This is an optimization exercise on Yosys and OpenROAD, whose aim is small area, not a production implementation.
Function was checked by simulation only, so behaviour that the tests miss may differ from the original.
No run shown here takes its clock network from TritonCTS; it comes from the design's own scripts or RTL.
The flow treats the clock pin as an ideal source. Dropping or thinning the clock tree relies on that and would not hold on a real chip.
Power figures rest on the tool's default switching activity, not on a simulated workload.

### config.mk
export PLATFORM = sky130hd
export DESIGN_NAME = ws_core
export DESIGN_NICKNAME = ws_core
export VERILOG_FILES = /design/flow/design.v
export SDC_FILE = /design/flow/constraint.sdc
export NUM_CORES = 4
export LEC_CHECK = 0
export CAP_MARGIN = 20
export CORE_MARGIN = 2
export CORE_UTILIZATION = 40
export SLEW_MARGIN = 20
### constraint.sdc
create_clock -name core_clock -period 10.0 [get_ports {clk}]
set_input_delay 2.0000 -clock core_clock [delete_from_list [all_inputs] [get_ports {clk}]]
set_output_delay 2.0000 -clock core_clock [all_outputs]
set_load 0.01 [all_outputs]
### design.v
module ws_core (
    input  wire       clk,
    input  wire       rst,
    input  wire [2:0] pins,
    input  wire       adc_eoc,
    input  wire [7:0] adc_drl,
    input  wire [7:0] adc_drh,
    output reg        adc_ch,
    output reg        adc_en,
    output wire       adc_start,
    input  wire       bus_valid,
    input  wire [2:0] bus_op,
    input  wire [7:0] bus_data,
    output reg  [7:0] bus_rdata,
    output reg        bus_rvalid,
    output wire       host_ready
);
    localparam [13:0] T_LOAD = 14'h0001;    
    localparam [13:0] T_END  = 14'h1fd0;    
    reg  [2:0]  sync1, sync2, port;
    reg         ev_rtc, ev_rain, ev_wind;   
    reg  [13:0] timer;
    reg         running;
    reg         ready;
    reg         seq_a, seq_b;               
    reg  [15:0] rain, wind;
    reg  [9:0]  uv, dir;
    reg         rcode;
    reg  [2:0]  cmd;                        
    reg         pend;
    reg  [1:0]  phase;                      
    reg  [7:0]  tx0;
    reg         aa;
    reg  [7:0]  t_rl;
    reg  [15:0] t_w;
    reg  [9:0]  t_d, t_u;
    reg  [3:0]  cur;
    reg         a1, a8;
    wire ex      = pend;
    wire c1      = ex && cmd == 3'd1;
    wire c2      = ex && cmd == 3'd2;
    wire c3      = ex && cmd == 3'd3;
    wire c4      = ex && cmd == 3'd4;
    wire c5      = ex && cmd == 3'd5;
    wire cs      = c2 || ev_rtc;                    
    wire run_m   = cs || running;
    wire expire  = running && timer == T_END;
    wire en_m    = cs || adc_en;
    wire ch_m    = !cs && adc_ch;
    wire done    = adc_eoc && en_m;
    wire [9:0] adc_value = {adc_drh[1:0], adc_drl};
    wire srx     = phase[0];
    wire stx     = phase == 2'b10;
    wire b_start = bus_valid && bus_op == 3'd0;
    wire b_write = bus_valid && bus_op == 3'd1;
    wire b_read  = bus_valid && bus_op == 3'd2;
    wire b_nack  = bus_valid && bus_op == 3'd3;
    wire b_stop  = bus_valid && bus_op == 3'd4;
    wire b_berr  = bus_valid && bus_op == 3'd5;
    wire match   = bus_data[7:1] == 7'h50;
    wire deliver = (a8 && !cur[3]) || (a1 && !cur[0]);
    reg  [15:0] rain_inc, wind_inc;
    reg  [16:0] rain_c, wind_c;
    reg  [3:0]  cur_inc;
    reg  [4:0]  cur_c;
    integer i;
    always @* begin
        rain_c[0] = ev_rain;
        wind_c[0] = ev_wind && run_m;
        cur_c[0]  = 1'b1;
        for (i = 0; i < 16; i = i + 1) begin
            rain_inc[i]  = rain[i] ^ rain_c[i];
            rain_c[i+1]  = rain[i] & rain_c[i];
            wind_inc[i]  = wind[i] ^ wind_c[i];
            wind_c[i+1]  = wind[i] & wind_c[i];
        end
        for (i = 0; i < 4; i = i + 1) begin
            cur_inc[i]   = cur[i] ^ cur_c[i];
            cur_c[i+1]   = cur[i] & cur_c[i];
        end
    end
    wire [9:0] adc_d = rst ? 10'd0 : adc_value;
    always @(posedge clk) begin
        if (rst || (done && !ch_m)) uv  <= adc_d;
        if (rst || (done && ch_m))  dir <= adc_d;
    end
    always @(posedge clk) begin
        sync1 <= pins;
        sync2 <= sync1;
        port  <= sync2;
    end
    always @(posedge clk) begin
        timer <= cs ? T_LOAD : {timer[12:0], timer[13] ^ timer[0]};
    end
    always @(posedge clk) begin
        if (rst) begin
            ev_rtc  <= 1'b0;
            ev_rain <= 1'b0;
            ev_wind <= 1'b0;
        end else begin
            ev_rtc  <= port[0] && !sync2[0];
            ev_rain <= !port[1] && sync2[1];
            ev_wind <= !port[2] && sync2[2];
        end
    end
    always @(posedge clk) begin
        if (rst) begin
            running <= 1'b0;
            ready   <= 1'b0;
        end else begin
            running <= cs || (running && !expire);
            ready   <= !cs && (ready || expire);
        end
    end
    always @(posedge clk) begin
        if (rst) begin
            adc_en <= 1'b0;
            adc_ch <= 1'b0;
            seq_a  <= 1'b0;
            seq_b  <= 1'b0;
        end else begin
            adc_en <= en_m && !(done && ch_m);
            adc_ch <= ch_m || done;
            if (cs || (done && !ch_m)) begin
                seq_a <= 1'b1;
                seq_b <= 1'b1;
            end else begin
                seq_a <= !seq_a && seq_b;
                seq_b <= seq_a && seq_b;
            end
        end
    end
    always @(posedge clk) begin
        if (rst) begin
            rain <= 16'd0;
            wind <= 16'd0;
        end else begin
            rain <= c5 ? {15'd0, ev_rain} : rain_inc;
            wind <= cs ? {15'd0, ev_wind} : wind_inc;
        end
    end
    always @(posedge clk) begin
        if (rst) begin
            rcode <= 1'b1;
            cmd   <= 3'd0;
            pend  <= 1'b0;
            phase <= 2'b00;
            a1    <= 1'b0;
            a8    <= 1'b0;
            bus_rvalid <= 1'b0;
        end else begin
            if (c1) rcode <= 1'b0;
            if (b_write && phase == 2'b01)
                cmd <= (bus_data[7:3] == 5'd0) ? bus_data[2:0] : 3'd0;
            pend <= b_stop && srx;
            if (b_start)
                phase <= match ? (bus_data[0] ? 2'b10 : 2'b01) : 2'b00;
            else if (b_write && phase == 2'b01)
                phase <= 2'b11;
            else if (b_stop || b_berr || (b_nack && stx))
                phase <= 2'b00;
            if (ex) begin
                a1 <= c1 || c4;
                a8 <= c3;
            end
            bus_rvalid <= b_read && stx;
        end
    end
    always @(posedge clk) begin
        if (c1)
            tx0 <= {7'd0, rcode};
        else if (c4)
            tx0 <= {7'd0, ready};
        else if (c3)
            tx0 <= ready ? rain[15:8] : 8'hAA;
        if (c3) begin
            aa <= !ready;
            if (ready) begin
                t_rl <= rain[7:0];
                t_w  <= wind;
                t_d  <= dir;
                t_u  <= uv;
            end
        end
        if (!stx || b_start)
            cur <= 4'd0;
        else if (b_read)
            cur <= deliver ? cur_inc : 4'd15;
    end
    wire [7:0] sel;
    genvar k;
    generate for (k = 0; k < 8; k = k + 1) begin : g_sel
        assign sel[k] = cur[2:0] == k;
    end endgenerate
    wire [7:0] snap_byte = ({8{sel[2]}} & t_rl) | ({8{sel[3]}} & t_w[15:8]) | ({8{sel[4]}} & t_w[7:0])
                         | ({8{sel[5]}} & {6'd0, t_d[9:8]}) | ({8{sel[6]}} & t_d[7:0])
                         | ({8{sel[7]}} & {6'd0, t_u[9:8]}) | ({8{sel[0]}} & t_u[7:0]);
    wire rd_ff  = cur[3] && cur[0];
    wire rd_aa  = aa && !sel[1];
    always @* begin
        bus_rdata = {8{bus_rvalid}} & ({8{rd_ff}} | ({8{rd_aa}} & 8'hAA) | ({8{sel[1]}} & tx0) | ({8{!aa}} & snap_byte));
    end
    assign adc_start  = seq_a;
    assign host_ready = ready;
endmodule
### flow/run.sh
#!/bin/bash
# Standard ORFS layout with minimum-size port buffers and a hand-built
# two-level clock tree (flow/clock_tree.tcl, run as the CTS step's pre-hook).
set -euo pipefail
here=$(pwd)
bash standard.sh \
  "BUFFER_PORTS_ARGS=-buffer_cell sky130_fd_sc_hd__buf_1" \
  "PRE_CTS_TCL=$here/flow/clock_tree.tcl" \
  RECOVER_POWER=100 \
  finish > flow.log 2>&1
### flow/clock_tree.tcl
# Manual clock tree: the clock port drives a few clock buffers directly, each
# feeding one cluster of registers. Clusters come from recursive median
# bisection of the register positions (along the longer side each time).
proc ctree_bisect { sinks nparts } {
  if {$nparts <= 1} { return [list $sinks] }
  set xs {}; set ys {}
  foreach s $sinks { lappend xs [lindex $s 1]; lappend ys [lindex $s 2] }
  set w [expr {[tcl::mathfunc::max {*}$xs] - [tcl::mathfunc::min {*}$xs]}]
  set h [expr {[tcl::mathfunc::max {*}$ys] - [tcl::mathfunc::min {*}$ys]}]
  set idx [expr {$w >= $h ? 1 : 2}]
  set sorted [lsort -real -index $idx $sinks]
  set na [expr {$nparts / 2}]
  set cut [expr {int(round(double([llength $sinks]) * $na / $nparts))}]
  return [concat [ctree_bisect [lrange $sorted 0 [expr {$cut - 1}]] $na] \
                 [ctree_bisect [lrange $sorted $cut end] [expr {$nparts - $na}]]]
}

proc build_clock_tree { nleaf master_name {root_name ""} } {
  set block [ord::get_db_block]
  set clknet [$block findNet clk]
  set master [[ord::get_db] findMaster $master_name]
  set sinks0 [$clknet getITerms]
  set sinks {}
  foreach it $sinks0 {
    set bb [[$it getInst] getBBox]
    lappend sinks [list $it [expr {([$bb xMin] + [$bb xMax]) / 2.0}] [expr {([$bb yMin] + [$bb yMax]) / 2.0}]]
  }
  set k 0
  set sizes {}
  foreach grp [ctree_bisect $sinks $nleaf] {
    set buf [odb::dbInst_create $block $master "clkbuf_leaf_$k"]
    set net [odb::dbNet_create $block "clknet_leaf_$k"]
    $net setSigType CLOCK
    [$buf findITerm A] connect $clknet
    [$buf findITerm X] connect $net
    set sx 0.0; set sy 0.0
    foreach s $grp {
      set it [lindex $s 0]
      $it disconnect
      $it connect $net
      set sx [expr {$sx + [lindex $s 1]}]; set sy [expr {$sy + [lindex $s 2]}]
    }
    set n [llength $grp]
    $buf setLocation [expr {int($sx / $n)}] [expr {int($sy / $n)}]
    $buf setPlacementStatus PLACED
    lappend sizes $n
    incr k
  }
  if {$root_name ne ""} {
    # one root buffer between the clock port and the leaf buffers, at their centre
    set rmaster [[ord::get_db] findMaster $root_name]
    set root [odb::dbInst_create $block $rmaster "clkbuf_root"]
    set rnet [odb::dbNet_create $block "clknet_root"]
    $rnet setSigType CLOCK
    set sx 0.0; set sy 0.0; set nl 0
    foreach it [$clknet getITerms] {
      set inst [$it getInst]
      $it disconnect
      $it connect $rnet
      set loc [$inst getLocation]
      set sx [expr {$sx + [lindex $loc 0]}]; set sy [expr {$sy + [lindex $loc 1]}]; incr nl
    }
    [$root findITerm A] connect $clknet
    [$root findITerm X] connect $rnet
    $root setLocation [expr {int($sx / $nl)}] [expr {int($sy / $nl)}]
    $root setPlacementStatus PLACED
  }
  puts "manual clock tree: [llength $sinks] sinks, $nleaf leaf buffers ($master_name), cluster sizes $sizes"
}

# Build the tree before ORFS's CTS step, which then only marks the clocks as
# propagated: the leaf clusters are already balanced.
build_clock_tree 8 sky130_fd_sc_hd__clkbuf_8 sky130_fd_sc_hd__clkbuf_8
rename clock_tree_synthesis triton_clock_tree_synthesis
proc clock_tree_synthesis { args } {
  set_propagated_clock [all_clocks]
}
### standard.sh
#!/bin/bash
# synth_recipe.tcl (not shown) runs the flow's synth.tcl, then flattens the netlist and writes it again
# the make line also repeats each setting of config.mk as NAME=value (left out here)
make -C /OpenROAD-flow-scripts/flow DESIGN_CONFIG=/design/flow/config.mk WORK_HOME=/design/flow/orfs CLKGATE_MAP_FILE= SYNTH_SCRIPT=/design/flow/synth_recipe.tcl "${@:-finish}"
==> summary.txt, run 1 <==
Status
  – Outcome: failed layout checks
  – Fail Reasons: max-capacitance violations, max-slew violations

Hold path
  – WHS Path Cells: 0
  – Hold Path Class: reg -> reg

STA
  – Setup_tns: 0 ns
  – Clock Skews: 0.008469 ns
  – RSZ-0062 raised after global routing: false
  – Slew headroom: -55.82%
  – Worst-Margin Slew: 2.337 ns
  – Final period util: 45.27%
  – Fin. max-slew vios: 81
  – Minimum clock period: 4.527 ns
  – Fmax: 220.9 MHz
  – Hold_ws: 0.3384 ns
  – Setup violations, final: 0
  – Final hold vios: 0

Critical path
  – Setup crit start kind: flop
  – Critical path arrival: 2.53 ns
  – Endpoint type of the worst setup path: primary output
  – Critical Path, Cell by Cell: inv_1 > ha_1 > a22oi_1 > o211ai_1 > o21ai_0 > a31oi_1 > buf_1
  – Max FO, Critical Path: 22
  – Worst path max stage delay: 0.85 ns
  – Worst EP required: 8.00 ns
  – Crit path max-delay cell type: dfxtp_1
  – Crit path kind: reg -> out
  – Reg2Reg Depth: 20

Global route
  – Met2 Use GR: 22.29%
  – Vias in the first global route: 3,253
  – Met3 Use GR: 1.419%
  – GR peak layer: met2
  – First-pass GRT wire length: 16,080 um
  – Grt total ovfl: 0
  – Antenna violations before repair: 0
  – Pin count of the biggest net entering global routing: 45
  – Gr usage total: 13.19%
  – Met1 Usage GRT: 18.79%

Finish
  – Nets: 562
  – Commonest non-fill, non-tap cell in the layout: dfxtp_1
  – Area grow syn2layout: 7.393%
  – Fill cells: 1,270
  – Sequential cell area: 3684 um2
  – Area occupied by multi-input gates: 1911 um2
  – Most frequent cells in the layout: dfxtp_1 (85), edfxtp_1 (66), buf_1 (39), a21oi_1 (37), ha_1 (36)
  – Layout cells sized above 1: 3.265%
  – # diodes: 0
  – Post-layout util: 44.09%

Synth
  – Async S/R FF share, synth: 0%
  – Top cells by area, synth: edfxtp_1 (35%), dfxtp_1 (30%), ha_1 (7.9%)
  – Primary FF master, synth: dfxtp_1
  – Synth unique cells: 51
  – Seq/Total Area, Yosys: 64.39%
  – Post-synth EDFFs: 66
  – Syn. warnings: 1
  – Synthesized Nets: 526
  – Yosys top cell area share: 34.65%
  – Post-synthesis register bit count: 151
  – Netlist Area Pre-Place: 5720 um2
  – Post-synthesis cell count: 456
  – Largest area contributor in the netlist: edfxtp_1
  – Post-Syn Area per Cell: 12.54 um2

Drt
  – Detailed Route Iter0 Violations: 163
  – Total number of vias: 3,363
  – DRC errors left: 0
  – Total Wirelength: 10,050 um
  – Post-DRT Antenna Nets: 0
  – Vias per Instance: 5.019
  – Drt first pass iters: 4
  – DR WL/cell: 14.99 um

Floorplanning
  – DIE WIDTH: 123.6 um
  – DIE HEIGHT: 123.6 um
  – Num rows: 43
  – Initial Util: 41.05%
  – Core footprint: 13,930 um2
  – Die area: 15,270 um2
  – IO Pins: 47

Clock network
  – Reg clk slew, reported paths: 0.11 ns
  – Clock latency (worst-skew pair): 0.39 ns
  – Setup bufs post-CTS: 0
  – Hold Buf Count CTS: 0
  – Post_cts resized: 0

Job
  – Max-Cap Viols: 2

Place
  – Final GP Congestion: 0.7686
  – Post-DP HPWL: 7013 um
  – Port bufs: 40

Power and ir drop
  – LEAKAGE: 0.002239 uW
  – Worst VDD drop: 0.0001088 V
  – Pwr/cell area: 157.4 nW/um2
-- cell families after synthesis --
logic type | after synthesis | share of synthesized area, %
flip-flops | 151 | 64.39
multiplexers | 2 | 0.3718
buffers and inverters | 28 | 2.034
AND/OR/NAND/NOR | 145 | 14.70
XOR/XNOR | 4 | 0.6125
adder cells (fa/ha/maj) | 36 | 7.874
AO/OA/AOI/OAI | 90 | 10.02
-- power by group --
group	internal [uW]	switching (uW)
clock network	82.2	168
logic	17.0	19.2
registers	668	11.9
-- stage by stage --
stage / total power (uW) / cells / cell area [um2] / setup WS (ns)
6_report: 966.7 / 670 / 6143 / 5.473
5_1_grt: 1011 / 670 / 6143 / 5.307
3_5_place_dp: 732.7 / 661 / 6055 / 5.734
3_3_place_gp: 728.0 / 661 / 6048 / 5.737
4_1_cts: 982.4 / 670 / 6178 / 5.492
2_1_floorplan: 716.2 / 456 / 5720 / 6.052
-- final timing paths --
check	from	to	slack, ns
max	cur[2]	bus_rdata[0]	5.47
min	sync1[2]	sync2[2]	0.34
max reg2reg	cmd[0]	wind[15]	5.65
min reg2reg	sync1[2]	sync2[2]	0.34
-- state kept, by name (all words and copies together), names as in the netlist, 8 cells and up --
name   cells
timer     14
t_u       10
rain      16
t_w       16
dir       10
tx0        8
t_d       10
t_rl       8
uv        10
wind      16
-- synthesized netlist by cell type, types with 2 or more instances --
| library cell | instances |
|---|---|
| nand2b_1 | 7 |
| a31oi_1 | 2 |
| nand3_1 | 7 |
| a22oi_1 | 12 |
| nor3_1 | 11 |
| nand4b_1 | 3 |
| o21bai_1 | 2 |
| a41o_1 | 2 |
| nor2b_1 | 18 |
| dfxtp_1 | 85 |
| a21boi_0 | 3 |
| and2_1 | 42 |
| a221oi_1 | 7 |
| ha_1 | 36 |
| nor4b_1 | 2 |
| o22ai_1 | 7 |
| nand4_1 | 2 |
| a21oi_1 | 37 |
| buf_2 | 6 |
| clkbuf_1 | 11 |
| xnor2_1 | 3 |
| nor2_1 | 21 |
| o21ai_0 | 8 |
| nand2_1 | 18 |
| o21a_1 | 2 |
| nor3b_1 | 3 |
| o211ai_1 | 2 |
| edfxtp_1 | 66 |
| inv_1 | 9 |
-- area by class of cell --
type	instances	area share, %
plain buffers	9	2.016
well taps	180	3.666
multi-input cells	277	31.10
repair buffers	43	2.648
flip-flops and latches	151	59.96
inverters	10	0.6110
-- critical path, delay by kind of cell (launching register included) --
| kind | cells | cell delay [ns] |
|---|---|---|
| AO/OA/AOI/OAI | 4 | 0.64 |
| flip-flops | 1 | 0.85 |
| buffers and inverters | 2 | 0.30 |
| adder cells (fa/ha/maj) | 1 | 0.36 |
-- routing by layer --
| layer | vias up | share of wire, % | wire, um |
|---|---|---|---|
| met3 | 11 | 4.6 | 461 |
| met1 | 1587 | 48 | 4838 |
| met4 | 0 | 1.6 | 159 |
| met5 | - | 0 | 0 |
| li1 | 1709 | - | - |
| met2 | 56 | 46 | 4587 |
==> inputs of run 2 (changes only) <==
--- a/flow/run.sh
+++ b/flow/run.sh
@@ -6,5 +6,4 @@
 bash standard.sh \
   "BUFFER_PORTS_ARGS=-buffer_cell sky130_fd_sc_hd__buf_1" \
   "PRE_CTS_TCL=$here/flow/clock_tree.tcl" \
-  RECOVER_POWER=100 \
   finish > flow.log 2>&1
==> run 2 against run 1 <==
Now clean on timing, DRC and antenna. Register-to-register slack better by 0.07 ns. Maximum frequency is 0.42% higher. Cell area grew 0.67%. Area after synthesis stayed put. Critical path depth stayed put. Global-route usage unchanged. Clock skew about the same. Largest power group unchanged.
==> summary.txt, run 2 <==
Status
  – Outcome: no timing/DRC/antenna violations (was failed layout checks)

Finish
  – Area grow syn2layout: 8.115% (was 7.393%)
  – Fill cells: 1,263 (was 1,270)
  – Post-layout util: 44.38% (was 44.09%)
  – Area occupied by multi-input gates: 1941 um2 (was 1911 um2)
  – Most frequent cells in the layout: dfxtp_1 (85), edfxtp_1 (66), and2_1 (42), buf_1 (39), a21oi_1 (37) (was dfxtp_1 (85), edfxtp_1 (66), buf_1 (39), a21oi_1 (37), ha_1 (36))
  – Commonest non-fill, non-tap cell in the layout: dfxtp_1 (unchanged)
  – Top Registers: rain (16), t_w (16), wind (16) (unchanged)
  – Sequential cell area: 3684 um2 (unchanged)
  – # diodes: 0 (unchanged)
  – Layout cells sized above 1: 5.102% (was 3.265%)
  – Nets: 562 (unchanged)

STA
  – Setup violations, final: 0 (unchanged)
  – Fin. max-slew vios: 0 (was 81)
  – Slew headroom: 45.91% (was -55.82%)
  – Setup_tns: 0 ns (unchanged)
  – RSZ-0062 raised after global routing: false (unchanged)
  – Fmax: 221.8 MHz (was 220.9 MHz)
  – Final hold vios: 0 (unchanged)
  – Minimum clock period: 4.509 ns (was 4.527 ns)
  – Final period util: 45.09% (was 45.27%)
  – Worst-Margin Slew: 0.7999 ns (was 2.337 ns)
  – Clock Skews: 0.008528 ns (was 0.008469 ns)

Global route
  – Vias in the first global route: 3,253 (unchanged)
  – First-pass GRT wire length: 16,080 um (unchanged)
  – Gr usage total: 13.19% (unchanged)
  – Antenna violations before repair: 0 (unchanged)
  – Pin count of the biggest net entering global routing: 45 (unchanged)
  – Grt total ovfl: 0 (unchanged)

Synth
  – Post-synthesis register bit count: 151 (unchanged)
  – Yosys top cell area share: 34.65% (unchanged)
  – Largest area contributor in the netlist: edfxtp_1 (unchanged)
  – Post-Syn Area per Cell: 12.54 um2 (unchanged)
  – Post-synth EDFFs: 66 (unchanged)
  – Syn. warnings: 1 (unchanged)
  – Synthesized Nets: 526 (unchanged)
  – Top cells by area, synth: edfxtp_1 (35%), dfxtp_1 (30%), ha_1 (7.9%) (unchanged)
  – Primary FF master, synth: dfxtp_1 (unchanged)
  – Count leader, synth: dfxtp_1 (unchanged)
  – Post-synthesis cell count: 456 (unchanged)
  – Async S/R FF share, synth: 0% (unchanged)
  – Synth top cells by count: dfxtp_1 (85), edfxtp_1 (66), and2_1 (42) (unchanged)
  – Netlist Area Pre-Place: 5720 um2 (unchanged)
  – Seq/Total Area, Yosys: 64.39% (unchanged)
  – Synth unique cells: 51 (unchanged)

Floorplanning
  – Num rows: 43 (unchanged)
  – IO Pins: 47 (unchanged)
  – DIE WIDTH: 123.6 um (unchanged)
  – Initial Util: 41.05% (unchanged)
  – Core footprint: 13,930 um2 (unchanged)
  – DIE HEIGHT: 123.6 um (unchanged)
  – Die area: 15,270 um2 (unchanged)

Place
  – Post-DP HPWL: 7013 um (unchanged)
  – Port bufs: 40 (unchanged)
  – Final GP Congestion: 0.7686 (unchanged)

Critical path
  – Worst path depth: 7 (unchanged)
  – Max FO, Critical Path: 22 (unchanged)
  – Top Family by Delay on Critical Path: flip-flops (unchanged)
  – Crit path kind: reg -> out (unchanged)
  – Reg2Reg Depth: 20 (unchanged)
  – Critical path arrival: 2.51 ns (was 2.53 ns)
  – Endpoint type of the worst setup path: primary output (unchanged)
  – Worst EP required: 8.00 ns (about the same)
  – Worst path bufs/invs: 2 (unchanged)
  – Crit path max-delay cell type: dfxtp_1 (unchanged)
  – Worst path max stage delay: 0.83 ns (was 0.85 ns)
  – Setup crit start kind: flop (unchanged)
  – Critical Path, Cell by Cell: inv_1 > ha_1 > a22oi_1 > o211ai_1 > o21ai_0 > a31oi_1 > buf_1 (unchanged)

Drt
  – Total number of vias: 3,388 (was 3,363)
  – Vias per Instance: 5.057 (was 5.019)
  – Post-DRT Antenna Nets: 0 (unchanged)
  – Drt first pass iters: 4 (unchanged)
  – DR WL/cell: 14.92 um (was 14.99 um)
  – DRC errors left: 0 (unchanged)
  – Total Wirelength: 9999 um (was 10,050 um)
  – Detailed Route Iter0 Violations: 140 (was 163)

Clock network
  – Clock latency (worst-skew pair): 0.39 ns (about the same)
  – Post_cts resized: 0 (unchanged)
  – Reg clk slew, reported paths: 0.11 ns (about the same)
  – Setup bufs post-CTS: 0 (unchanged)
  – Hold Buf Count CTS: 0 (unchanged)

Job
  – Max-Cap Viols: 0 (was 2)

Power and ir drop
  – Pwr/cell area: 156.6 nW/um2 (was 157.4 nW/um2)
  – LEAKAGE: 0.002274 uW (was 0.002239 uW)
  – Worst VDD drop: 0.0001086 V (was 0.0001088 V)

Hold path
  – Hold Path Class: reg -> reg (unchanged)
  – WHS Path Cells: 0 (unchanged)
## run 2: cell counts after synthesis
Identical to the previous run, type by type.
## run 2: routing by layer
metal | global-route usage (%) | up-vias | routed length (um)
li1 | - | 1712 | -
met1 | 18.79 | 1607 | 4733
met2 | 22.29 | 58 | 4587
met3 | 1.419 | 11 | 519
met4 | 1.989 | 0 | 159
met5 | 0 | - | 0
## run 2: stage by stage
step	power, uW	hold slack (ns)	setup slack [ns]	cell area [um2]	std cells
6_report	968.2	0.3384	5.491	6185	670
5_1_grt	1012	0.3457	5.307	6185	670
4_1_cts	982.4	0.3403	5.492	6178	670
3_5_place_dp	732.7	0.3138	5.734	6055	661
3_3_place_gp	728.0	0.3100	5.737	6048	661
2_1_floorplan	716.2	0.3096	6.052	5720	456
## run 2: logic make-up after synthesis
| kind of cell | synth area share, % |
|---|---|
| flops | 64.39 |
| compound gates | 10.02 |
| simple gates | 14.70 |
| mux | 0.3718 |
| fa+ha+maj | 7.874 |
| buf+inv | 2.034 |
| xor+xnor | 0.6125 |
## run 2: power breakdown
| part | internal, uW | switching, uW |
|---|---|---|
| sequential | 668 | 11.9 |
| clock | 82.2 | 168 |
| combinational | 18.1 | 19.6 |
## run 2: path summary, 6_finish.rpt
kind / end / slack, ns / start
max: bus_rdata[0] / 5.49 / cur[2]
min: sync2[2] / 0.34 / sync1[2]
max reg2reg: wind[15] / 5.72 / cmd[0]
min reg2reg: sync2[2] / 0.34 / sync1[2]
## run 2: final cells by class
cell class / count / area share, %
multi-input cells: 277 / 31.38
flip-flops and latches: 151 / 59.56
inverters: 10 / 0.6069
plain buffers: 9 / 2.003
repair buffers: 43 / 2.812
well taps: 180 / 3.642
==> inputs of run 3 (changes only) <==
--- a/flow/clock_tree.tcl
+++ b/flow/clock_tree.tcl
@@ -70,7 +70,7 @@
 
 # Build the tree before ORFS's CTS step, which then only marks the clocks as
 # propagated: the leaf clusters are already balanced.
-build_clock_tree 8 sky130_fd_sc_hd__clkbuf_8 sky130_fd_sc_hd__clkbuf_8
+build_clock_tree 8 sky130_fd_sc_hd__clkbuf_8 sky130_fd_sc_hd__clkbuf_4
 rename clock_tree_synthesis triton_clock_tree_synthesis
 proc clock_tree_synthesis { args } {
   set_propagated_clock [all_clocks]
--- a/config.mk
+++ b/config.mk
@@ -5,7 +5,7 @@
 export SDC_FILE = /design/flow/constraint.sdc
 export NUM_CORES = 4
 export LEC_CHECK = 0
-export CAP_MARGIN = 20
+export CAP_MARGIN = 0
 export CORE_MARGIN = 2
 export CORE_UTILIZATION = 40
-export SLEW_MARGIN = 20
+export SLEW_MARGIN = 0
==> run 3 against run 2 <==
Core utilization shrank 0.13 points. Critical endpoint unchanged. Critical path depth is the same. Power shrank 0.48%. First-iteration DRC count grew 19%. Combinational power is essentially flat. Cell area shrank 0.30%. Area after synthesis is the same.
==> summary.txt, run 3 <==
Critical path
  – Critical path arrival: 2.57 ns (was 2.51 ns)
  – Endpoint type of the worst setup path: primary output (unchanged)
  – Worst path bufs/invs: 2 (unchanged)
  – Worst path max stage delay: 0.81 ns (was 0.83 ns)
  – Setup crit start kind: flop (unchanged)
  – CP startpoint: cur[2] (unchanged)
  – Worst path depth: 7 (unchanged)
  – FF-to-FF End: wind[15] (unchanged)
  – Critical Path, Cell by Cell: inv_1 > ha_1 > a22oi_1 > o211ai_1 > o21ai_0 > a31oi_1 > buf_1 (unchanged)
  – Setup crit end: bus_rdata[0] (unchanged)
  – Top Family by Delay on Critical Path: flip-flops (unchanged)
  – Worst r2r src: cmd[0] (unchanged)
  – Worst EP required: 8.00 ns (about the same)
  – Crit path max-delay cell type: dfxtp_1 (unchanged)
  – Max FO, Critical Path: 22 (unchanged)
  – Crit path kind: reg -> out (unchanged)
  – Worst reg2reg setup slack: 5.73 ns (was 5.72 ns)
  – Reg2Reg Depth: 20 (unchanged)

STA
  – Setup_tns: 0 ns (unchanged)
  – Minimum clock period: 4.573 ns (was 4.509 ns)
  – Fmax: 218.7 MHz (was 221.8 MHz)
  – Fin. max-slew vios: 0 (unchanged)
  – RSZ-0062 raised after global routing: false (unchanged)
  – Worst-Margin Slew: 1.250 ns (was 0.7999 ns)
  – Final period util: 45.73% (was 45.09%)
  – Slew headroom: 15.56% (was 45.91%)
  – Clock Skews: 0.01049 ns (was 0.008528 ns)
  – Final hold vios: 0 (unchanged)
  – Setup violations, final: 0 (unchanged)

Synth
  – Count leader, synth: dfxtp_1 (unchanged)
  – Async S/R FF share, synth: 0% (unchanged)
  – Synth unique cells: 51 (unchanged)
  – Top cells by area, synth: edfxtp_1 (35%), dfxtp_1 (30%), ha_1 (7.9%) (unchanged)
  – Largest area contributor in the netlist: edfxtp_1 (unchanged)
  – Netlist Area Pre-Place: 5720 um2 (unchanged)
  – Primary FF master, synth: dfxtp_1 (unchanged)
  – Seq/Total Area, Yosys: 64.39% (unchanged)
  – Post-synthesis cell count: 456 (unchanged)
  – Mux cell area share after synthesis: 0.3718% (unchanged)
  – Post-Synth Simple-Gate Area: 14.70% (unchanged)
  – Synth Area in XOR/XNOR: 0.6124% (unchanged)
  – Adder-cell share of the synthesized area: 7.874% (unchanged)
  – Post-synthesis register bit count: 151 (unchanged)
  – Post-Syn Area per Cell: 12.54 um2 (unchanged)
  – Synth top cells by count: dfxtp_1 (85), edfxtp_1 (66), and2_1 (42) (unchanged)
  – Post-synth EDFFs: 66 (unchanged)
  – Yosys top cell area share: 34.65% (unchanged)
  – Largest family of logic cells by synthesized area: simple AND/OR/NAND/NOR gates (unchanged)
  – Syn. warnings: 1 (unchanged)
  – Synth Area in Compound Gates: 10.02% (unchanged)
  – Synthesized Nets: 526 (unchanged)

Power and ir drop
  – Worst VDD drop: 0.00009532 V (was 0.0001086 V)
  – Pwr/cell area: 156.3 nW/um2 (was 156.6 nW/um2)
  – Total net switching power: 201.0 uW (was 199.8 uW)
  – Sw frac: 20.86% (was 20.64%)
  – Int Pwr: 762.6 uW (was 768.4 uW)
  – LEAKAGE: 0.002270 uW (was 0.002274 uW)
  – Power Total: 963.6 uW (was 968.2 uW)
  – Sequential share of power: 70.6% (was 70.2%)
  – Combinational share of power: 3.9% (about the same)
  – Clock Power Share: 25.6% (was 25.9%)

Global route
  – Grt total ovfl: 0 (unchanged)
  – Gr usage total: 13.32% (was 13.19%)
  – First-pass GRT wire length: 16,340 um (was 16,080 um)
  – Pin count of the biggest net entering global routing: 45 (unchanged)
  – Antenna violations before repair: 1 (was 0)
  – Vias in the first global route: 3,251 (was 3,253)

Drt
  – Met1 Wirelength: 4925 um (was 4733 um)
  – Total Wirelength: 10,030 um (was 9999 um)
  – DR WL/cell: 14.98 um (was 14.92 um)
  – Vias per Instance: 5.064 (was 5.057)
  – Uppermost layer routed: met5 (was met4)
  – DRC errors left: 0 (unchanged)
  – Met2 routed wirelength: 4603 um (was 4587 um)
  – DR WL met3: 329 um (was 519 um)
  – Total number of vias: 3,393 (was 3,388)
  – Post-DRT Antenna Nets: 0 (unchanged)
  – Detailed Route Iter0 Violations: 167 (was 140)
  – Drt first pass iters: 4 (unchanged)

Clock network
  – Clock latency (worst-skew pair): 0.48 ns (was 0.39 ns)
  – Reg clk slew, reported paths: 0.12 ns (was 0.11 ns)
  – Hold Buf Count CTS: 0 (unchanged)
  – Post_cts resized: 0 (unchanged)
  – Setup bufs post-CTS: 0 (unchanged)

Job
  – Max-Cap Viols: 0 (unchanged)

Floorplanning
  – Core footprint: 13,930 um2 (unchanged)
  – IO Pins: 47 (unchanged)
  – DIE HEIGHT: 123.6 um (unchanged)
  – Num rows: 43 (unchanged)
  – DIE WIDTH: 123.6 um (unchanged)
  – Initial Util: 41.05% (unchanged)
  – Die area: 15,270 um2 (unchanged)

Finish
  – Area occupied by multi-input gates: 1928 um2 (was 1941 um2)
  – # diodes: 0 (unchanged)
  – Area grow syn2layout: 7.786% (was 8.115%)
  – Most frequent cells in the layout: dfxtp_1 (85), edfxtp_1 (66), and2_1 (42), buf_1 (39), a21oi_1 (37) (unchanged)
  – Nets: 562 (unchanged)
  – Top Registers: rain (16), t_w (16), wind (16) (unchanged)
  – Commonest non-fill, non-tap cell in the layout: dfxtp_1 (unchanged)
  – Fill cells: 1,285 (was 1,263)
  – Sequential cell area: 3684 um2 (unchanged)
  – Layout cells sized above 1: 4.694% (was 5.102%)

Place
  – Final GP Congestion: 0.7686 (unchanged)
  – Post-DP HPWL: 7050 um (was 7013 um)
  – Port bufs: 40 (unchanged)

Hold path
  – Hold_sp: sync1[0] (was sync1[2])
  – Hold Path Class: reg -> reg (unchanged)

Status
  – Outcome: no timing/DRC/antenna violations (unchanged)
run 3: through the flow:
stage / util (%) / hold WS, ns / setup slack, ns / std cells / instance area (um2)
after CTS: 44.25 / 0.3427 / 5.393 / 670 / 6166
after global routing: 44.25 / 0.3478 / 5.102 / 670 / 6166
final: 44.25 / 0.3390 / 5.427 / 670 / 6166
after floorplan: - / 0.3096 / 6.052 / 456 / 5720
after detailed placement: 43.40 / 0.3161 / 5.722 / 661 / 6048
after global placement: 43.40 / 0.3100 / 5.737 / 661 / 6048
run 3: power by group through the flow:
stage | combinational, uW | sequential, uW | clock, uW
4_1_cts | 38.3 | 680 | 256
5_1_grt | 41.9 | 684 | 280
2_1_floorplan | 25.9 | 690 | 0
3_3_place_gp | 35.7 | 692 | 0
6_report | 37.3 | 680 | 246
3_5_place_dp | 38.1 | 694 | 0
run 3: worst min-delay path by stage:
stage | cells past startpoint | endpoint | slack (ns)
after global routing | 0 | sync2[1] | 0.35
final | 0 | sync2[0] | 0.34
after global placement | 0 | sync2[2] | 0.31
after detailed placement | 0 | sync2[0] | 0.32
after floorplan | 0 | sync2[0] | 0.31
after CTS | 0 | sync2[0] | 0.34
run 3: worst register-to-register path, stage by stage, from the launching register on:
cell	delay [ns]
dfxtp_1	0.51
nor2_1	0.11
a31o_2	0.36
o21a_1	0.20
ha_1	0.19
ha_1	0.19
ha_1	0.18
ha_1	0.18
ha_1	0.19
ha_1	0.19
ha_1	0.18
ha_1	0.18
ha_1	0.18
ha_1	0.18
ha_1	0.18
ha_1	0.18
ha_1	0.18
ha_1	0.18
ha_1	0.19
xnor2_1	0.17
nor3_1	0.06
run 3: routing by layer:
metal / global-route usage (%) / up-vias
met4: 1.847 / 2
met5: 0 / -
met2: 22.12 / 51
li1: - / 1712
met3: 1.099 / 14
met1: 19.61 / 1614
run 3: kinds of logic after synthesis:
logic type,count (synthesis)
flops,151
compound gates,90
simple gates,145
mux,2
buf+inv,28
xor+xnor,4
fa+ha+maj,36
run 3: layout make-up:
| class | instances | area share, % |
|---|---|---|
| well taps | 180 | 3.653 |
| repair buffers | 43 | 2.821 |
| flip-flops and latches | 151 | 59.74 |
| inverters | 10 | 0.6088 |
| multi-input cells | 277 | 31.27 |
| plain buffers | 9 | 1.907 |
==> inputs of run 4 (changes only) <==
--- a/flow/clock_tree.tcl
+++ b/flow/clock_tree.tcl
@@ -1,6 +1,8 @@
-# Manual clock tree: the clock port drives a few clock buffers directly, each
-# feeding one cluster of registers. Clusters come from recursive median
-# bisection of the register positions (along the longer side each time).
+# Hand-built clock tree: the clock port drives one root buffer (or, without a
+# root, the leaf buffers directly), and each leaf buffer feeds one cluster of
+# registers. Clusters come from recursive median bisection of the register
+# positions (along the longer side each time), so they are equal in size and
+# compact; the leaf buffers sit at their cluster's centre.
 proc ctree_bisect { sinks nparts } {
   if {$nparts <= 1} { return [list $sinks] }
   set xs {}; set ys {}
==> run 4 against run 3 <==
Core utilization stayed put. First-iteration DRC count stayed put. Die area stayed put. Combinational power hardly changed. Power stayed put. Setup slack stayed put. Via count stayed put. Maximum frequency stayed put. Cell count stayed put. Cell area stayed put. Sequential power hardly changed. Critical path depth stayed put. Largest power group unchanged.
==> summary.txt, run 4 <==
STA
  – Setup violations, final: 0 (unchanged)
  – Minimum clock period: 4.573 ns (unchanged)
  – Worst Setup Slack, final: 5.427 ns (unchanged)
  – Final hold vios: 0 (unchanged)
  – Setup_tns: 0 ns (unchanged)
  – Clock Skews: 0.01049 ns (unchanged)
  – Fin. max-slew vios: 0 (unchanged)
  – Final period util: 45.73% (unchanged)
  – Fmax: 218.7 MHz (unchanged)
  – Worst-Margin Slew: 1.250 ns (unchanged)
  – Hold_ws: 0.3390 ns (unchanged)
  – Slew headroom: 15.56% (unchanged)
  – RSZ-0062 raised after global routing: false (unchanged)

Synth
  – Synthesized Nets: 526 (unchanged)
  – Yosys top cell area share: 34.65% (unchanged)
  – Synth top cells by count: dfxtp_1 (85), edfxtp_1 (66), and2_1 (42) (unchanged)
  – Netlist Area Pre-Place: 5720 um2 (unchanged)
  – Largest area contributor in the netlist: edfxtp_1 (unchanged)
  – Synth Area in Compound Gates: 10.02% (unchanged)
  – Primary FF master, synth: dfxtp_1 (unchanged)
  – Syn. warnings: 1 (unchanged)
  – Largest family of logic cells by synthesized area: simple AND/OR/NAND/NOR gates (unchanged)
  – Post-Syn Area per Cell: 12.54 um2 (unchanged)
  – Count leader, synth: dfxtp_1 (unchanged)
  – Post-Synth Simple-Gate Area: 14.70% (unchanged)
  – Synth Area in XOR/XNOR: 0.6124% (unchanged)
  – Synth unique cells: 51 (unchanged)
  – Post-synthesis register bit count: 151 (unchanged)
  – Adder-cell share of the synthesized area: 7.874% (unchanged)
  – Top cells by area, synth: edfxtp_1 (35%), dfxtp_1 (30%), ha_1 (7.9%) (unchanged)
  – Post-synth EDFFs: 66 (unchanged)
  – Mux cell area share after synthesis: 0.3718% (unchanged)
  – Seq/Total Area, Yosys: 64.39% (unchanged)
  – Post-synthesis cell count: 456 (unchanged)
  – Async S/R FF share, synth: 0% (unchanged)

Finish
  – Commonest non-fill, non-tap cell in the layout: dfxtp_1 (unchanged)
  – Non-filler cells, final: 670 (unchanged)
  – Layout cells sized above 1: 4.694% (unchanged)
  – Area grow syn2layout: 7.786% (unchanged)
  – # diodes: 0 (unchanged)
  – Most frequent cells in the layout: dfxtp_1 (85), edfxtp_1 (66), and2_1 (42), buf_1 (39), a21oi_1 (37) (unchanged)
  – Top Registers: rain (16), t_w (16), wind (16) (unchanged)
  – Nets: 562 (unchanged)

Power and ir drop
  – Total net switching power: 201.0 uW (unchanged)
  – Int Pwr: 762.6 uW (unchanged)
  – Clock Power Share: 25.6% (about the same)
  – Sequential share of power: 70.6% (about the same)
  – Combinational share of power: 3.9% (about the same)
  – Pwr/cell area: 156.3 nW/um2 (unchanged)
  – Worst VDD drop: 0.00009532 V (unchanged)
  – Sw frac: 20.86% (unchanged)
  – LEAKAGE: 0.002270 uW (unchanged)

Drt
  – Vias per Instance: 5.064 (unchanged)
  – Post-DRT Antenna Nets: 0 (unchanged)
  – Drt first pass iters: 4 (unchanged)
  – DR WL/cell: 14.98 um (unchanged)
  – Total number of vias: 3,393 (unchanged)
  – Total Wirelength: 10,030 um (unchanged)
  – DRC errors left: 0 (unchanged)
  – Detailed Route Iter0 Violations: 167 (unchanged)

Global route
  – Gr usage total: 13.32% (unchanged)
  – Grt total ovfl: 0 (unchanged)
  – Pin count of the biggest net entering global routing: 45 (unchanged)
  – Antenna violations before repair: 1 (unchanged)
  – Vias in the first global route: 3,251 (unchanged)
  – First-pass GRT wire length: 16,340 um (unchanged)

Floorplanning
  – Num rows: 43 (unchanged)
  – DIE HEIGHT: 123.6 um (unchanged)
  – Core footprint: 13,930 um2 (unchanged)
  – IO Pins: 47 (unchanged)
  – Die area: 15,270 um2 (unchanged)
  – DIE WIDTH: 123.6 um (unchanged)
  – Initial Util: 41.05% (unchanged)

Clock network
  – Clock latency (worst-skew pair): 0.48 ns (about the same)
  – Post_cts resized: 0 (unchanged)
  – Setup bufs post-CTS: 0 (unchanged)
  – Reg clk slew, reported paths: 0.12 ns (about the same)
  – Hold Buf Count CTS: 0 (unchanged)

Critical path
  – Reg2Reg Depth: 20 (unchanged)
  – Endpoint type of the worst setup path: primary output (unchanged)
  – Worst reg2reg setup slack: 5.73 ns (about the same)
  – Worst r2r src: cmd[0] (unchanged)
  – Max FO, Critical Path: 22 (unchanged)
  – CP startpoint: cur[2] (unchanged)
  – Worst EP required: 8.00 ns (about the same)
  – FF-to-FF End: wind[15] (unchanged)
  – Critical path arrival: 2.57 ns (about the same)
  – Setup crit start kind: flop (unchanged)
  – Crit path kind: reg -> out (unchanged)
  – Setup crit end: bus_rdata[0] (unchanged)

Place
  – Post-DP HPWL: 7050 um (unchanged)
  – Final GP Congestion: 0.7686 (unchanged)
  – DP Cell Count: 661 (unchanged)
  – Port bufs: 40 (unchanged)
  – Place WS: 5.722 ns (unchanged)

Hold path
  – Hold Path Class: reg -> reg (unchanged)

Status
  – Outcome: no timing/DRC/antenna violations (unchanged)

Job
  – Max-Cap Viols: 0 (unchanged)
-- run 4: cell counts in the layout (fill, tap and decap cells not counted) --
No cell type changed its count.
-- run 4: cells by family (layout without fill, tap and decap cells) --
group | count (synthesis) | count (layout)
adder cells (fa/ha/maj) | 36 | 36
AND/OR/NAND/NOR | 145 | 145
buffers and inverters | 28 | 62
flip-flops | 151 | 151
AO/OA/AOI/OAI | 90 | 90
multiplexers | 2 | 2
XOR/XNOR | 4 | 4
-- run 4: worst min-delay path by stage --
stage / from / slack (ns) / depth (start not counted) / end
after floorplan: sync1[0] / 0.31 / 0 / sync2[0]
after global placement: sync1[2] / 0.31 / 0 / sync2[2]
after detailed placement: sync1[0] / 0.32 / 0 / sync2[0]
after CTS: sync1[0] / 0.34 / 0 / sync2[0]
after global routing: sync1[1] / 0.35 / 0 / sync2[1]
final: sync1[0] / 0.34 / 0 / sync2[0]
-- run 4: power by group through the flow --
stage	sequential [uW]	combinational, uW	clock [uW]
floorplan	690	25.9	0
global placement	692	35.7	0
detailed placement	694	38.1	0
CTS	680	38.3	256
global route	684	41.9	280
finish	680	37.3	246
-- run 4: layer usage --
layer	global-route usage (%)	share of wire [%]	up-vias
met5	0	0.13	-
met4	1.847	1.6	2
met3	1.099	3.3	14
met2	22.12	46	51
met1	19.61	49	1614
li1	-	-	1712
-- run 4: worst max-delay path, cell delays in order (launching register included) --
cell and delay (ns):
dfxtp_1 0.81, inv_1 0.16, ha_1 0.34, a22oi_1 0.18
o211ai_1 0.13, o21ai_0 0.19, a31oi_1 0.12, buf_1 0.14
-- run 4: stage by stage --
| stage | area (um2) | total power (uW) | utilization [%] |
|---|---|---|---|
| 2_1_floorplan | 5720 | 716.2 | - |
| 6_report | 6166 | 963.6 | 44.25 |
| 3_5_place_dp | 6048 | 732.2 | 43.40 |
| 3_3_place_gp | 6048 | 728.0 | 43.40 |
| 5_1_grt | 6166 | 1006 | 44.25 |
| 4_1_cts | 6166 | 974.8 | 44.25 |
-- run 4: layout make-up --
class                   instances  area (um2)
plain buffers                   9       117.6
fillers                      1285        7769
inverters                      10       37.54
multi-input cells             277        1928
flip-flops and latches        151        3684
well taps                     180       225.2
repair buffers                 43       173.9
==> inputs of run 5 (changes only) <==
==> flow/run.sh (replaced) <==
#!/bin/bash
# The standard ORFS layout, with three changes:
#  - synthesis maps the logic with an area-oriented ABC script
#    (flow/abc_area.script, used in place of ORFS's abc_speed.script; the rest
#    of the synthesis, including its registers, is the standard one);
#  - the port buffers are minimum size;
#  - a hand-built two-level clock tree (flow/clock_tree.tcl, run as the CTS
#    step's pre-hook).
# Each step's full log is under orfs/logs; make's output is in synth.log and
# flow.log here.
set -euo pipefail
here=$(pwd)
rm -rf "$here/orfs_scripts"
cp -r "$FLOW_HOME/scripts" "$here/orfs_scripts"
cp "$here/flow/abc_area.script" "$here/orfs_scripts/abc_speed.script"
bash standard.sh "SCRIPTS_DIR=$here/orfs_scripts" synth > synth.log 2>&1
bash standard.sh \
  "BUFFER_PORTS_ARGS=-buffer_cell sky130_fd_sc_hd__buf_1" \
  "PRE_CTS_TCL=$here/flow/clock_tree.tcl" \
  finish > flow.log 2>&1
==> flow/abc_area.script (new file) <==
strash
&get -n
&fraig -x
&put
dc2
dc2
strash
&get -n
&dch -f
&nf -R 1000
&put
==> run 5 against run 4 <==
Critical path depth up 1. Register-to-register slack got worse by 0.19 ns. First-iteration DRC count grew 58%. Maximum frequency down 12%. Die area decreased by 3.5%. Combinational power is 7.0% lower. Routed wire length is 0.60% lower. Area after synthesis down 3.6%. Cell area is 2.3% lower. Worst hold slack worse by 0.0011 ns. Power decreased by 0.72%. Sequential power hardly changed. Highest routed layer unchanged.
==> summary.txt, run 5 <==
Status
  – Outcome: no timing/DRC/antenna violations (unchanged)

STA
  – Setup_tns: 0 ns (unchanged)
  – Slew headroom: 33.82% (was 15.56%)
  – Clock Skews: 0.01451 ns (was 0.01049 ns)
  – Worst-Margin Slew: 0.9927 ns (was 1.250 ns)
  – Minimum clock period: 5.167 ns (was 4.573 ns)
  – RSZ-0062 raised after global routing: false (unchanged)
  – Hold_ws: 0.3379 ns (was 0.3390 ns)
  – Setup violations, final: 0 (unchanged)
  – Fmax: 193.5 MHz (was 218.7 MHz)
  – Fin. max-slew vios: 0 (unchanged)
  – Final hold vios: 0 (unchanged)
  – Final period util: 51.67% (was 45.73%)

Critical path
  – Crit path kind: reg -> out (unchanged)
  – Setup crit start kind: flop (unchanged)
  – Max FO, Critical Path: 10 (was 22)
  – Endpoint type of the worst setup path: primary output (unchanged)
  – Worst r2r src: cmd[0] (unchanged)
  – Critical path arrival: 3.17 ns (was 2.57 ns)
  – CP startpoint: cur[0] (was cur[2])
  – Worst EP required: 8.00 ns (about the same)

Synth
  – Post-synthesis cell count: 426 (was 456)
  – Synthesized Nets: 496 (was 526)
  – Post-synthesis register bit count: 151 (unchanged)
  – Yosys top cell area share: 35.95% (was 34.65%)
  – Syn. warnings: 1 (unchanged)
  – Primary FF master, synth: dfxtp_1 (unchanged)
  – Seq/Total Area, Yosys: 66.82% (was 64.39%)
  – Netlist Area Pre-Place: 5513 um2 (was 5720 um2)
  – Count leader, synth: dfxtp_1 (unchanged)
  – Largest area contributor in the netlist: edfxtp_1 (unchanged)
  – Synth top cells by count: dfxtp_1 (85), edfxtp_1 (66), and2_0 (46) (was dfxtp_1 (85), edfxtp_1 (66), and2_1 (42))
  – Async S/R FF share, synth: 0% (unchanged)
  – Post-synth EDFFs: 66 (unchanged)
  – Post-Syn Area per Cell: 12.94 um2 (was 12.54 um2)
  – Top cells by area, synth: edfxtp_1 (36%), dfxtp_1 (31%), ha_1 (8.2%) (was edfxtp_1 (35%), dfxtp_1 (30%), ha_1 (7.9%))
  – Synth unique cells: 33 (was 51)

Finish
  – Non-filler cells, final: 654 (was 670)
  – Nets: 550 (was 562)
  – Most frequent cells in the layout: dfxtp_1 (85), edfxtp_1 (66), and2_0 (46), buf_1 (39), ha_1 (36) (was dfxtp_1 (85), edfxtp_1 (66), and2_1 (42), buf_1 (39), a21oi_1 (37))
  – Post-layout util: 45.14% (was 44.25%)
  – Commonest non-fill, non-tap cell in the layout: dfxtp_1 (unchanged)
  – Area grow syn2layout: 9.283% (was 7.786%)
  – Layout cells sized above 1: 2.720% (was 4.694%)
  – Design area: 6025 um2 (was 6166 um2)
  – # diodes: 0 (unchanged)
  – Top Registers: rain (16), t_w (16), wind (16) (unchanged)

Place
  – Placed cell area: 5907 um2 (was 6048 um2)
  – Post-DP HPWL: 7139 um (was 7050 um)
  – DP Cell Count: 645 (was 661)
  – Final GP Congestion: 0.7982 (was 0.7686)
  – Port bufs: 40 (unchanged)

Drt
  – Vias per Instance: 5.041 (was 5.064)
  – Detailed Route Iter0 Violations: 264 (was 167)
  – Total Wirelength: 9974 um (was 10,030 um)
  – DR WL/cell: 15.25 um (was 14.98 um)
  – Total number of vias: 3,297 (was 3,393)
  – Drt first pass iters: 4 (unchanged)
  – DRC errors left: 0 (unchanged)
  – Post-DRT Antenna Nets: 0 (unchanged)

Floorplanning
  – Initial Util: 41.30% (was 41.05%)
  – DIE HEIGHT: 121.4 um (was 123.6 um)
  – Num rows: 42 (was 43)
  – DIE WIDTH: 121.4 um (was 123.6 um)
  – Die area: 14,740 um2 (was 15,270 um2)
  – Core footprint: 13,350 um2 (was 13,930 um2)
  – IO Pins: 47 (unchanged)

Clock network
  – Setup bufs post-CTS: 0 (unchanged)
  – Post_cts resized: 0 (unchanged)
  – Clock latency (worst-skew pair): 0.48 ns (about the same)
  – Hold Buf Count CTS: 0 (unchanged)
  – Reg clk slew, reported paths: 0.12 ns (about the same)

Global route
  – Grt total ovfl: 0 (unchanged)
  – First-pass GRT wire length: 16,310 um (was 16,340 um)
  – Vias in the first global route: 3,253 (was 3,251)
  – Pin count of the biggest net entering global routing: 45 (unchanged)
  – Gr usage total: 13.79% (was 13.32%)
  – Antenna violations before repair: 1 (unchanged)

Power and ir drop
  – Pwr/cell area: 158.8 nW/um2 (was 156.3 nW/um2)
  – LEAKAGE: 0.002221 uW (was 0.002270 uW)
  – Worst VDD drop: 0.0001145 V (was 0.00009532 V)

Hold path
  – Hold Path Class: reg -> reg (unchanged)
  – Hold_sp: sync1[0] (unchanged)

Job
  – Max-Cap Viols: 0 (unchanged)
-- run 5: stage by stage --
stage	setup WS, ns	power [uW]
floorplan	6.149	711.8
global placement	5.439	726.7
detailed placement	5.377	729.6
CTS	4.804	969.2
global route	4.637	1001
finish	4.833	956.6
-- run 5: critical path, cell delays in order (launching register included) --
cell and delay (ns):
dfxtp_1 0.58, clkinv_1 0.21, ha_1 0.24, and2_0 0.32, a222oi_1 0.66, a21oi_1 0.17, a221oi_1 0.28, nor2b_1 0.08
buf_1 0.13
-- run 5: area by class of cell --
type                            instances  area, um2
Fill cell                            1262       7323
Timing Repair Buffer                   43      173.9
Inverter                               10      37.54
Multi-Input combinational cell        265       1792
Sequential cell                       151       3684
Tap cell                              176      220.2
Buffer                                  9      117.6
-- run 5: power breakdown --
group | switching [uW] | leakage [uW] | total [uW] | internal (uW)
sequential | 11.4 | 0.00129 | 680 | 668
clock | 166 | 0.0000621 | 242 | 76.5
combinational | 19.1 | 0.000873 | 34.7 | 15.6
total | 196 | 0.00222 | 957 | 760
-- run 5: metal layers --
| layer | vias to the layer above | track usage [%] | share of wire, % |
|---|---|---|---|
| met5 | - | 0 | 0.12 |
| met4 | 2 | 2.443 | 1.8 |
| met1 | 1566 | 19.72 | 48 |
| li1 | 1653 | - | - |
| met2 | 62 | 23.14 | 46 |
| met3 | 14 | 1.316 | 4.1 |
-- run 5: cells by family after synthesis --
logic type                 Yosys count  share of synthesized area (%)
xor gates and xnor gates             4                         0.6356
AOI/OAI and AO/OA                   71                          8.716
adders and majority gates           36                          8.171
and+or+nand+nor                    154                          14.98
DFF                                151                          66.82
buffers and inverters               10                         0.6810
-- run 5: path summary, 6_finish.rpt --
path	to	slack, ns	depth (start not counted)
setup reg to reg	wind[15]	5.54	21
hold / removal	sync2[0]	0.34	0
setup / recovery	bus_rdata[6]	4.83	8
hold reg to reg	sync2[0]	0.34	0
==> inputs of run 6 (changes only) <==
==> flow/run.sh (replaced) <==
#!/bin/bash
# The standard ORFS layout, with three changes:
#  - synthesis maps the logic with an area-oriented ABC script
#    (flow/abc_area.script, used in place of ORFS's abc_speed.script) and
#    leaves adders to ABC instead of mapping them to half/full-adder cells
#    first (ADDER_MAP_FILE empty); the rest of the synthesis, including its
#    registers, is the standard one;
#  - the port buffers are minimum size;
#  - a hand-built two-level clock tree (flow/clock_tree.tcl, run as the CTS
#    step's pre-hook).
# Each step's full log is under orfs/logs; make's output is in synth.log and
# flow.log here.
set -euo pipefail
here=$(pwd)
rm -rf "$here/orfs_scripts"
cp -r "$FLOW_HOME/scripts" "$here/orfs_scripts"
cp "$here/flow/abc_area.script" "$here/orfs_scripts/abc_speed.script"
bash standard.sh "SCRIPTS_DIR=$here/orfs_scripts" "ADDER_MAP_FILE=" synth > synth.log 2>&1
bash standard.sh \
  "BUFFER_PORTS_ARGS=-buffer_cell sky130_fd_sc_hd__buf_1" \
  "PRE_CTS_TCL=$here/flow/clock_tree.tcl" \
  finish > flow.log 2>&1
==> run 6 against run 5 <==
Cell area fell by 3.0%. Largest cell class unchanged. Highest routed layer is now met4. Combinational power rose by 3%. Sequential power barely moved. Still clean. Via count grew 7.0%.
==> summary.txt, run 6 <==
Critical path
  – Crit path max-delay cell type: nor3_1 (was a222oi_1)
  – Worst path max stage delay: 0.93 ns (was 0.66 ns)
  – Worst EP required: 8.00 ns (about the same)
  – Reg2Reg Depth: 16 (was 21)
  – FF-to-FF End: wind[15] (unchanged)
  – Worst r2r src: pend (was cmd[0])
  – Setup crit start kind: flop (unchanged)
  – Crit path kind: reg -> out (unchanged)
  – Critical path arrival: 2.88 ns (was 3.17 ns)
  – Max FO, Critical Path: 15 (was 10)
  – Endpoint type of the worst setup path: primary output (unchanged)
  – Worst path bufs/invs: 1 (was 2)
  – Top Family by Delay on Critical Path: simple AND/OR/NAND/NOR gates (was compound AO/OA/AOI/OAI gates)
  – Critical Path, Cell by Cell: nor3_1 > a222oi_1 > a21oi_1 > a221oi_1 > nor2b_1 > buf_1 (was clkinv_1 > ha_1 > and2_0 > a222oi_1 > a21oi_1 > a221oi_1 > nor2b_1 > buf_1)
  – Worst reg2reg setup slack: 6.15 ns (was 5.54 ns)

Finish
  – Commonest non-fill, non-tap cell in the layout: dfxtp_1 (unchanged)
  – Top Registers: rain (16), t_w (16), wind (16) (unchanged)
  – Post-layout util: 44.47% (was 45.14%)
  – Non-filler cells, final: 671 (was 654)
  – Area grow syn2layout: 9.781% (was 9.283%)
  – Most frequent cells in the layout: dfxtp_1 (85), edfxtp_1 (66), nor2_1 (44), buf_1 (40), a21oi_1 (39) (was dfxtp_1 (85), edfxtp_1 (66), and2_0 (46), buf_1 (39), ha_1 (36))
  – Layout cells sized above 1: 2.632% (was 2.720%)
  – Design area: 5842 um2 (was 6025 um2)
  – Nets: 530 (was 550)

Drt
  – Drt first pass iters: 5 (was 4)
  – Total number of vias: 3,529 (was 3,297)
  – Total Wirelength: 10,270 um (was 9974 um)
  – Detailed Route Iter0 Violations: 251 (was 264)
  – Post-DRT Antenna Nets: 0 (unchanged)
  – Vias per Instance: 5.259 (was 5.041)
  – DRC errors left: 0 (unchanged)
  – DR WL/cell: 15.30 um (was 15.25 um)

STA
  – Worst-Margin Slew: 1.204 ns (was 0.9927 ns)
  – Final period util: 48.83% (was 51.67%)
  – Clock Skews: 0.01748 ns (was 0.01451 ns)
  – Slew headroom: 19.55% (was 33.82%)
  – Worst Setup Slack, final: 5.117 ns (was 4.833 ns)
  – Setup_tns: 0 ns (unchanged)
  – Setup violations, final: 0 (unchanged)
  – Fin. max-slew vios: 0 (unchanged)
  – Final hold vios: 0 (unchanged)
  – Minimum clock period: 4.883 ns (was 5.167 ns)
  – RSZ-0062 raised after global routing: false (unchanged)
  – Fmax: 204.8 MHz (was 193.5 MHz)

Synth
  – Largest area contributor in the netlist: edfxtp_1 (unchanged)
  – Syn. warnings: 1 (unchanged)
  – Seq/Total Area, Yosys: 69.22% (was 66.82%)
  – Netlist Area Pre-Place: 5321 um2 (was 5513 um2)
  – Post-synthesis cell count: 441 (was 426)
  – Post-Syn Area per Cell: 12.07 um2 (was 12.94 um2)
  – Async S/R FF share, synth: 0% (unchanged)
  – Post-synth EDFFs: 66 (unchanged)
  – Post-synthesis register bit count: 151 (unchanged)
  – Synthesized Nets: 475 (was 496)
  – Primary FF master, synth: dfxtp_1 (unchanged)
  – Top cells by area, synth: edfxtp_1 (37%), dfxtp_1 (32%), a21oi_1 (3.7%) (was edfxtp_1 (36%), dfxtp_1 (31%), ha_1 (8.2%))
  – Yosys top cell area share: 37.24% (was 35.95%)
  – Synth top cells by count: dfxtp_1 (85), edfxtp_1 (66), nor2_1 (44) (was dfxtp_1 (85), edfxtp_1 (66), and2_0 (46))
  – Synth unique cells: 33 (unchanged)
  – Count leader, synth: dfxtp_1 (unchanged)

Clock network
  – Post_cts resized: 0 (unchanged)
  – Clock latency (worst-skew pair): 0.50 ns (was 0.48 ns)
  – Hold Buf Count CTS: 0 (unchanged)
  – Reg clk slew, reported paths: 0.12 ns (about the same)
  – Setup bufs post-CTS: 0 (unchanged)

Hold path
  – Hold Path Class: reg -> reg (unchanged)
  – Hold_sp: sync1[1] (was sync1[0])
  – Hold endpoint: sync2[1] (was sync2[0])
  – WHS Path Cells: 0 (unchanged)

Floorplanning
  – DIE WIDTH: 119.3 um (was 121.4 um)
  – IO Pins: 47 (unchanged)
  – Num rows: 42 (unchanged)
  – DIE HEIGHT: 119.3 um (was 121.4 um)
  – Die area: 14,240 um2 (was 14,740 um2)
  – Initial Util: 40.50% (was 41.30%)
  – Core footprint: 13,140 um2 (was 13,350 um2)

Place
  – Place WS: 5.680 ns (was 5.377 ns)
  – Final GP Congestion: 0.7711 (was 0.7982)
  – Post-DP HPWL: 7166 um (was 7139 um)
  – Placed cell area: 5722 um2 (was 5907 um2)
  – Port bufs: 40 (unchanged)
  – DP Cell Count: 661 (was 645)

Global route
  – Gr usage total: 14.30% (was 13.79%)
  – Grt total ovfl: 0 (unchanged)
  – First-pass GRT wire length: 16,790 um (was 16,310 um)
  – Vias in the first global route: 3,395 (was 3,253)
  – Pin count of the biggest net entering global routing: 44 (was 45)
  – Antenna violations before repair: 1 (unchanged)

Power and ir drop
  – LEAKAGE: 0.001954 uW (was 0.002221 uW)
  – Pwr/cell area: 164.4 nW/um2 (was 158.8 nW/um2)
  – Worst VDD drop: 0.00008476 V (was 0.0001145 V)

Job
  – Max-Cap Viols: 0 (unchanged)

Status
  – Outcome: no timing/DRC/antenna violations (unchanged)
run 6: worst reg2reg max path, cell delays in order (launching register included):
cell	delay, ns
dfxtp_1	0.36
clkinv_1	0.10
nor2_1	0.23
a31o_1	0.34
nor2_1	0.10
nor2b_1	0.24
and3_1	0.24
and2_0	0.25
and3_1	0.22
and2_0	0.23
and3_1	0.23
and2_0	0.24
and3_1	0.23
and2_0	0.24
and3_1	0.26
and3_1	0.17
nor3_1	0.05
run 6: through the flow:
step | hold WS [ns] | total power (uW)
after floorplan | 0.3096 | 712.7
after global placement | 0.3113 | 726.9
after detailed placement | 0.3143 | 730.3
after CTS | 0.3404 | 973.7
after global routing | 0.3508 | 1001
final | 0.3383 | 960.6
run 6: layout make-up:
type | count | area, um2
fillers | 1233 | 7296
well taps | 176 | 220.2
repair buffers | 44 | 180.2
inverters | 6 | 22.52
multi-input cells | 284 | 1615
flip-flops and latches | 151 | 3684
diodes | 1 | 2.502
plain buffers | 9 | 117.6
run 6: cells by family (layout without fill, tap and decap cells):
logic type | Yosys count | count (layout) | share of synthesized area, %
and+or+nand+nor | 185 | 185 | 18.18
buffers and inverters | 6 | 59 | 0.4232
AOI/OAI and AO/OA | 94 | 94 | 11.36
xor gates and xnor gates | 5 | 5 | 0.8231
DFF | 151 | 151 | 69.22
other | 0 | 1 | 0
run 6: how the worst max path moves through the flow:
stage | from | to | slack (ns) | depth (start not counted)
after CTS | cur[0] | bus_rdata[6] | 5.10 | 6
final | cur[0] | bus_rdata[6] | 5.12 | 6
after global routing | cur[1] | bus_rdata[5] | 4.89 | 6
after detailed placement | cur[0] | bus_rdata[6] | 5.68 | 6
after floorplan | cur[2] | bus_rdata[4] | 6.34 | 5
after global placement | cur[0] | bus_rdata[6] | 5.65 | 6
run 6: power breakdown:
part / leakage [uW] / switching [uW] / internal (uW)
clock network: 0.0000621 / 169 / 76.4
registers: 0.00129 / 11.8 / 668
logic: 0.000606 / 19.6 / 16.0
run 6: metal layers:
metal	wire length, um	GRT usage [%]
met5	0	0
met4	204	2.353
met3	447	0.9100
met2	4723	23.81
met1	4891	21.05

separate check: timing with driven ports:
The flow's constraints put no driver on any port. The routed layouts listed below were extracted and timed again, unchanged, in two steps.
Step 1 assumes that a clkbuf_16 drives the clock port and a buf_2 every other input.
Step 2, shift: input delay + t, output delay - t, t = (earliest + latest rising clock arrival at the registers) / 2. This alone moves slack from input paths to output paths.
Slacks: ideal / step 1 / step 2; pairs: ideal / step 1.
| run | t (ns) | setup WS [ns] | worst register clock-pin slew, ns | cell pins on the clock port's net |
|---|---|---|---|---|
| run 1 | 0.416 | 5.473 / 5.439 / 5.654 | 0.11 / 0.11 | 1 |
| run 2 | 0.418 | 5.491 / 5.457 / 5.718 | 0.11 / 0.11 | 1 |
| run 3 | 0.508 | 5.427 / 5.396 / 5.734 | 0.12 / 0.12 | 1 |
| run 4 | 0.508 | 5.427 / 5.396 / 5.734 | 0.12 / 0.12 | 1 |
| run 5 | 0.506 | 4.833 / 4.802 / 5.308 | 0.12 / 0.12 | 1 |
| run 6 | 0.524 | 5.117 / 5.083 / 5.607 | 0.12 / 0.12 | 1 |
